Source: an optimization exercise on an open RTL-to-GDS flow (aim: small area, a short achievable clock period and few clock cycles). Production flows keep margins and buffers that such runs may drop.
Only simulation tests tie the RTL to the original design; equivalence was not proved.
Power is estimated from default activity; no workload was simulated.

old:
==> flow/design.v (excerpt) <==
module softsynth_core (
    input  wire        clk,
    input  wire        rst,             
    input  wire        cmd_valid,
    output wire        cmd_ready,
    input  wire [31:0] cmd,
    input  wire [15:0] cfg_attack_ms0,
    input  wire [15:0] cfg_decay_ms0,
    input  wire [15:0] cfg_release_ms0,
    input  wire [15:0] cfg_sustain0,
    input  wire [15:0] cfg_attack_ms1,
    input  wire [15:0] cfg_decay_ms1,
    input  wire [15:0] cfg_release_ms1,
    input  wire [15:0] cfg_sustain1,
    output reg  [15:0] out_sample,
    output reg         out_valid,
    output wire [31:0] out_rsp,
    output wire [7:0]  fault_code,
    output wire        fault
);
==> flow/config.mk <==
export PLATFORM = sky130hd
export DESIGN_NAME = softsynth_core
export DESIGN_NICKNAME = softsynth_core
export VERILOG_FILES = /design/flow/design.v
export SDC_FILE = /design/flow/constraint.sdc
export NUM_CORES = 4
export LEC_CHECK = 0
export CAP_MARGIN = 20
export CORE_MARGIN = 2
export CORE_UTILIZATION = 40
export SLEW_MARGIN = 20
==> flow/constraint.sdc <==
create_clock -name core_clock -period 12.0 [get_ports {clk}]
set_input_delay 2.4000 -clock core_clock [delete_from_list [all_inputs] [get_ports {clk}]]
set_output_delay 2.4000 -clock core_clock [all_outputs]
set_load 0.01 [all_outputs]
standard.sh (not shown) runs the stock make flow with config.mk's settings and CLKGATE_MAP_FILE= SYNTH_SCRIPT=/design/flow/synth_recipe.tcl, a recipe that flattens the netlist after the stock synthesis.
==> flow/flow/run.sh <==
#!/bin/bash
set -euo pipefail
bash standard.sh SETUP_SLACK_MARGIN=7 "BUFFER_PORTS_ARGS=-buffer_cell sky130_fd_sc_hd__buf_4" finish > make_finish.log 2>&1
Testbench counts of old, summed over its fixed seeds: cycles 74,029.
> inputs changed (old -> new)
diff --git a/flow/design.v b/flow/design.v
--- a/flow/design.v
+++ b/flow/design.v
@@ -270,22 +270,28 @@
     wire [14:0] dA  = {mA[13:0], dcA};
     reg  [15:0] tt;
     wire [17:0] mBa = mA[14] ? {2'b0, mB} : 18'd0;
     wire [17:0] mS  = {1'b0, mR, 1'b0} + mBa;
     wire [18:0] md1 = {2'b0, mR, 1'b0} + {1'b0, mBa} - {3'b0, tt};
     wire [18:0] md2 = {2'b0, mR, 1'b0} + {1'b0, mBa} - {2'b0, tt, 1'b0};
     wire        mc1 = ~md1[18];
     wire        mc2 = ~md2[18];
     wire [15:0] mrn = mc2 ? md2[15:0] : mc1 ? md1[15:0] : mS[15:0];
     wire [13:0] mQ1 = mQ[13:0] + 14'd1;        
     wire [14:0] mqn = {(mc2 ? mQ1 : mQ[13:0]), mc1 & ~mc2};
+    wire [15:0] dv_t   = st_r2 ? T48[15:0] : tt;
+    wire        dv_b10 = (dv_t[15:10] != 6'd0);
+    wire        dv_b8  = (dv_t[15:8] != 8'd0);
+    wire [15:0] dv_R   = dv_b10 ? {6'd0, M_j[14:5]} : dv_b8 ? {8'd0, M_j[14:7]} : {11'd0, M_j[14:10]};
+    wire [14:0] dv_A   = dv_b10 ? {M_j[4:0], 10'd0} : dv_b8 ? {M_j[6:0], 8'd0} : {M_j[9:0], 5'd0};
+    wire [3:0]  dv_c   = dv_b10 ? 4'd5 : dv_b8 ? 4'd3 : 4'd0;
     wire last_div = st_div && (cnt == 4'd9);
     wire last_mul = st_mul && (cnt == 4'd14);
     wire        rs_big  = st_r2 ? t_big : tr_big;
     wire        rs_zero = st_r2 && (T48 == 22'd0);
     wire        rs_go   = (st_r2 || st_r3) && !rs_big;
     wire        w_T   = st_r2;
     wire        w_ts  = rs_go;
     wire        w_neg = rs_go || (st_c3 && sreg == 3'd0);
     wire        w_V   = st_r2 || (st_c1 && ticks_j == 22'd0) || st_c6;
     wire        w_qr  = (rs_go && st_r3) || (st_c3 && sreg == 3'd0 && s_j != 3'd0) || st_dw;
     wire        w_r   = st_c6 || st_r2;
@@ -371,43 +377,43 @@
         if (st_r1 || st_c1)            
             mR <= ms_j;
         if (st_c1 || st_c5)
             tt <= t_j;
         if (w_ts)
             tt <= b_t;
         if (st_r2 || st_r3) begin
             if (rs_big) begin
                 mR      <= st_r2 ? T48[16:1] : treg[16:1];
                 mB[5:0] <= st_r2 ? {1'b0, T48[21:17]} : {1'b0, treg[21:17]};
             end else begin
-                mR  <= {11'd0, M_j[14:10]};
-                mA  <= {M_j[9:0], 5'd0};
-                cnt <= 4'd0;
+                mR  <= dv_R;
+                mA  <= dv_A;
+                cnt <= dv_c;
             end
             sreg <= st_r2 ? {2'b0, t_big} : sreg + {2'b0, rs_big};
         end
         if (st_c2) begin               
             mR      <= T48e[15:0];
             mB[5:0] <= T48e[21:16];
             sreg    <= s_j;
         end
         if (st_c3) begin               
             if (sreg != 3'd0) begin
                 mR      <= treg[16:1];
                 mB[5:0] <= {1'b0, treg[21:17]};
                 sreg    <= sreg - 3'd1;
             end else begin
                 mB  <= mR;
-                mR  <= {11'd0, M_j[14:10]};
-                mA  <= {M_j[9:0], 5'd0};
-                cnt <= 4'd0;
+                mR  <= dv_R;
+                mA  <= dv_A;
+                cnt <= dv_c;
             end
         end
         if (st_c5) begin               
             mA   <= M_j;
             mR   <= 16'd0;
             mQ   <= 15'd0;
             msus <= 1'b0;
             cnt  <= 4'd0;
         end
         if (st_div) begin
             mA  <= dA;
Looking only at met2 routed wirelength, and setting everything else aside, the higher value of old and new goes to new.
For the power per unit of standard cell area, new came in 2.5 nW/um^2 higher than old did.
old vs new, highest routing layer actually used: met5 vs met4
Compared with old, new shows xor/xnor cell area share of the yosys netlist higher by 0.35 points.
Changes observed in new relative to old: synthesized area has increased, cell area after placement has increased, DRC marker count from the first detailed-route iteration has decreased.
Taking old as the reference, in new clock-pin transition on the worst setup and hold timing paths ~0 delta; worst setup slack -630 ps.
Testbench counts of new, summed over its fixed seeds: cycles 72,633.

[port drivers added, routing unchanged]
In the flow no input, the clock included, has a driving cell. The finished layouts below were timed again as built, in two steps.
Step 1 (the two cells are an assumption about what drives the block):
set clk [get_ports {clk}]
set_driving_cell -lib_cell sky130_fd_sc_hd__clkbuf_16 $clk
set_driving_cell -lib_cell sky130_fd_sc_hd__buf_2 [delete_from_list [all_inputs] $clk]
Step 2 adds t to the input delays and takes it off the output delays; t is the mean of the earliest and latest rising clock arrival at the registers after step 1. Input paths then give back, and output paths get back, about the clock's delay inside the block.
Slacks: ideal ports / drivers / drivers and shift; pairs: ideal ports / drivers.
| run | t, ns | setup WS [ns] | slew at the worst register clock pin (ns) | pins driven straight from the clock port |
|---|---|---|---|---|
| old | 0.709 | 7.068 / 7.102 / 6.408 | 0.07 / 0.07 | 1 |
| new | 0.700 | 6.439 / 6.439 / 6.401 | 0.07 / 0.07 | 1 |
After both steps setup and hold are still met in every run listed. For old, which loses most, drivers alone change the setup slack by +0.034 ns; drivers and shift together by -0.660 ns.
